Context: an optimization exercise on an open-source flow, tuned for small area, a short achievable clock period and few clock cycles. The choices shown serve that exercise and are no tape-out recipe. Only simulation tests tie the RTL to the original design; equivalence was not proved. Power is estimated from default activity; no workload was simulated.

// kmsig_transport
module kmsig_transport (
    input              clk,
    input              rst,
    input              ev_valid,
    output             ev_ready,
    input      [2:0]   ev_type,
    input      [7:0]   ev_data,
    output reg         ans_valid,
    output reg [1:0]   ans_code,
    output reg [7:0]   ans_byte,
    input              init,
    input      [6:0]   init_addr,
    input              dis,
    input              ui_we,
    input      [1:0]   ui_wave,
    input      [63:0]  ui_freq,
    input      [1:0]   chg_clr,
    output             idle,
    output     [1:0]   wave,
    output     [63:0]  freq,
    output     [135:0] str0,
    output     [135:0] str1,
    output     [1:0]   chg
);
==> flow/config.mk <==
export PLATFORM = sky130hd
export DESIGN_NAME = kmsig_transport
export DESIGN_NICKNAME = kmsig_transport
export VERILOG_FILES = /design/flow/design.v
export SDC_FILE = /design/flow/constraint.sdc
export NUM_CORES = 4
export LEC_CHECK = 0
export ABC_CLOCK_PERIOD_IN_PS = 3000
export CAP_MARGIN = 20
export CORE_MARGIN = 2
export CORE_UTILIZATION = 40
export CTS_BUF_LIST = sky130_fd_sc_hd__clkbuf_8
export CTS_CLUSTER_DIAMETER = 50
export CTS_CLUSTER_SIZE = 20
export PLACE_DENSITY = 0.6
export SETUP_SLACK_MARGIN = 2.5
export SLEW_MARGIN = 20
==> flow/constraint.sdc <==
create_clock -name core_clock -period 6.0 [get_ports {clk}]
set_input_delay 1.2000 -clock core_clock [delete_from_list [all_inputs] [get_ports {clk}]]
set_output_delay 1.2000 -clock core_clock [all_outputs]
set_load 0.01 [all_outputs]
standard.sh (not shown) runs the stock make flow with config.mk's settings and CLKGATE_MAP_FILE= SYNTH_SCRIPT=/design/flow/synth_recipe.tcl, a recipe that flattens the netlist after the stock synthesis.
==> flow/flow/run.sh <==
#!/bin/bash
# The standard layout, with the ports buffered by the smallest buffer cell.
set -euo pipefail
bash standard.sh "BUFFER_PORTS_ARGS=-buffer_cell sky130_fd_sc_hd__buf_1" finish > standard_flow.log 2>&1
Testbench counts at the start, summed over its fixed seeds: cycles 13,673.
Edit:
--- a/flow/config.mk
+++ b/flow/config.mk
@@ -9,9 +9,6 @@
 export CAP_MARGIN = 20
 export CORE_MARGIN = 2
-export CORE_UTILIZATION = 40
-export CTS_BUF_LIST = sky130_fd_sc_hd__clkbuf_8
-export CTS_CLUSTER_DIAMETER = 50
-export CTS_CLUSTER_SIZE = 20
-export PLACE_DENSITY = 0.6
+export CORE_UTILIZATION = 60
+export PLACE_DENSITY = 0.7
 export SETUP_SLACK_MARGIN = 2.5
 export SLEW_MARGIN = 20
After rerunning:
- The new run passed the timing, design-rule and antenna checks
- via count climbs by 0.78%
- core utilization grows by 25 points
- die area goes down by 33%
- total power is higher by 6.6%
- design area is higher by 0.77%
- wire length decreases by 5.3%
- combinational power climbs by about 2%
- worst setup slack got worse by 0.064 ns
- clock skew decreases by 0.042 ns
Edit:
--- a/flow/config.mk
+++ b/flow/config.mk
@@ -9,6 +9,8 @@
 export CAP_MARGIN = 20
 export CORE_MARGIN = 2
-export CORE_UTILIZATION = 60
-export PLACE_DENSITY = 0.7
+export CORE_UTILIZATION = 40
+export CTS_CLUSTER_DIAMETER = 80
+export CTS_CLUSTER_SIZE = 25
+export PLACE_DENSITY = 0.6
 export SETUP_SLACK_MARGIN = 2.5
 export SLEW_MARGIN = 20
=> The new run ran to the end with no violations; setup slack improved by 0.044 ns; clock skew came out higher by 0.024 ns; area after synthesis does not change; worst hold slack gets better by 0.0052 ns; sequential cell count does not change; wire length goes up by 4.7%; design area goes down by 1.7%; fmax goes up by 1.2%; cell count is higher by 6.0%; power decreases by 9.6%; register-to-register slack improves by 0.04 ns.
Edit:
--- a/flow/config.mk
+++ b/flow/config.mk
@@ -10,6 +10,4 @@
 export CORE_MARGIN = 2
 export CORE_UTILIZATION = 40
-export CTS_CLUSTER_DIAMETER = 80
-export CTS_CLUSTER_SIZE = 25
 export PLACE_DENSITY = 0.6
 export SETUP_SLACK_MARGIN = 2.5
Effect:
- The new run finished with timing, DRC and antenna clean
- non-clock buffer count climbs by 2
- flip-flop and latch count does not change
- combinational power barely changes
- final area grows by 3.3%
- synthesized cell count is unchanged
- clock skew falls by 0.023 ns
- power goes up by about 12%
- worst setup slack degrades by 0.040 ns

v4:
kmsig_transport, a different RTL version from the one above (not shown whole).
Size in the first run: about 510 flip-flops, about 450 I/O pins, roughly 24000 µm² of cells after synthesis.
Settings: LEC_CHECK=0, ABC_AREA=1, CAP_MARGIN=20, CORE_MARGIN=2, CORE_UTILIZATION=40, CTS_CLUSTER_DIAMETER=90, CTS_CLUSTER_SIZE=32, PLACE_DENSITY=0.6, SETUP_SLACK_MARGIN=3.2, SLEW_MARGIN=20; clock period 6.0 ns.
Scripts as last shown in full above: flow/flow/run.sh
Testbench counts of v4, summed over its fixed seeds: cycles 13,673.
--- input diff v4..v44 ---
- swapping 3.2 for 3.0 in SETUP_SLACK_MARGIN
Row number of antenna violations at the first check in global routing: v44 higher / v4 lower. Looking at startpoint of the most critical setup path, the ev_type[0] result is from v4; the rst one comes from v44. v44 reached the end of the flow, and the finished layout is clean on the timing, design-rule and antenna checks. Of v4 and v44, v44 shows the lower cell-internal power, with v4 above it. Compared v44 against v4; flop-to-flop setup slack within noise.
Relative to v44, the following input files were edited for v7:
- SETUP_SLACK_MARGIN: 3.0 -> 3.3
- CTS_CLUSTER_SIZE: 32 -> 28
==> results.txt <==
Summary of the comparison: share of layout cells above drive strength 1 is higher in v7, relative to v44. Reported for v7 and v44, floorplan die area turned out identical to the last digit. In the metrics for v7 and v44, the one carrying the higher worst-margin pin slew is v7. v7 ended up with a higher count of clock buffers in the final design than v44 did.
## Diff of input files: v55 against v7
- changing CTS_CLUSTER_SIZE from 28 to 25
- changing CTS_CLUSTER_DIAMETER from 90 to 80
- changing SETUP_SLACK_MARGIN from 3.3 to 2.8
### Flow results
- Residual DRC count came out exactly the same in v7 and v55.
- Relative to v7, worst path arrival time has gone up in v55.
- Per the comparison of v55 with v7, critical path depth saw a decrease, post-synthesis to final-layout area growth went down, hold slack grew by 0.0037 ns, combinational power has decreased.
- Total power: v55 below v7
- Relative contribution of the clock network to total power, v7 and v55, lower one = v7.
- Taking v55 over v7, the design area ratio works out to 0.940.
What v47 does differently from v55 at the input level:
- a change of PLACE_DENSITY from 0.6 to 0.7
- a change of CORE_UTILIZATION from 40 to 55
--- outcome ---
- Number of gates resized after CTS: v47 and v55 compared, higher one is v47
- Taking v55 as the reference, in v47 worst setup slack went up by 0.040 ns; die outline area now sits lower.
- v47: flow completed, timing, DRC and antenna clean
- Compared v47 vs v55, and non-clock buffer share of cell area is up in v47.

==> what the ideal ports hide <==
Ports are ideal in the flow. The routed layouts listed here were re-timed in OpenROAD.
Step 1: set_driving_cell puts a clkbuf_16 on clk and a buf_2 on each other input, an assumption about the parent block.
Step 2 moves the port delays by t, midway between the first and last clock arrival at a register: inputs arrive t later, outputs are due t later. That takes back most of the time a late clock gives input paths.
Three values: no drivers, after step 1, after step 2; two values: the first two.
run	shift t [ns]	setup slack, ns	hold WS [ns]
the first run of note 1	0.748	2.510 / 2.510 / 1.987	0.379 / 0.379 / 0.379
the second run of note 1	0.655	2.446 / 2.446 / 2.070	0.411 / 0.411 / 0.411
the third run of note 1	0.668	2.490 / 2.490 / 2.024	0.416 / 0.416 / 0.416
the fourth run of note 1	0.667	2.450 / 2.450 / 2.018	0.414 / 0.414 / 0.414
v4	0.655	3.099 / 3.079 / 2.478	0.417 / 0.417 / 0.417
v44	0.667	3.064 / 3.027 / 2.443	0.422 / 0.422 / 0.422
v7	0.665	3.142 / 3.086 / 2.705	0.423 / 0.423 / 0.423
v55	0.681	2.903 / 2.869 / 2.261	0.427 / 0.427 / 0.427
v47	0.663	2.943 / 2.883 / 2.336	0.407 / 0.407 / 0.407
After both steps every run listed still meets setup and hold. The setup slack of v55, which loses most, moves by -0.034 ns with the drivers and by -0.642 ns with both steps.
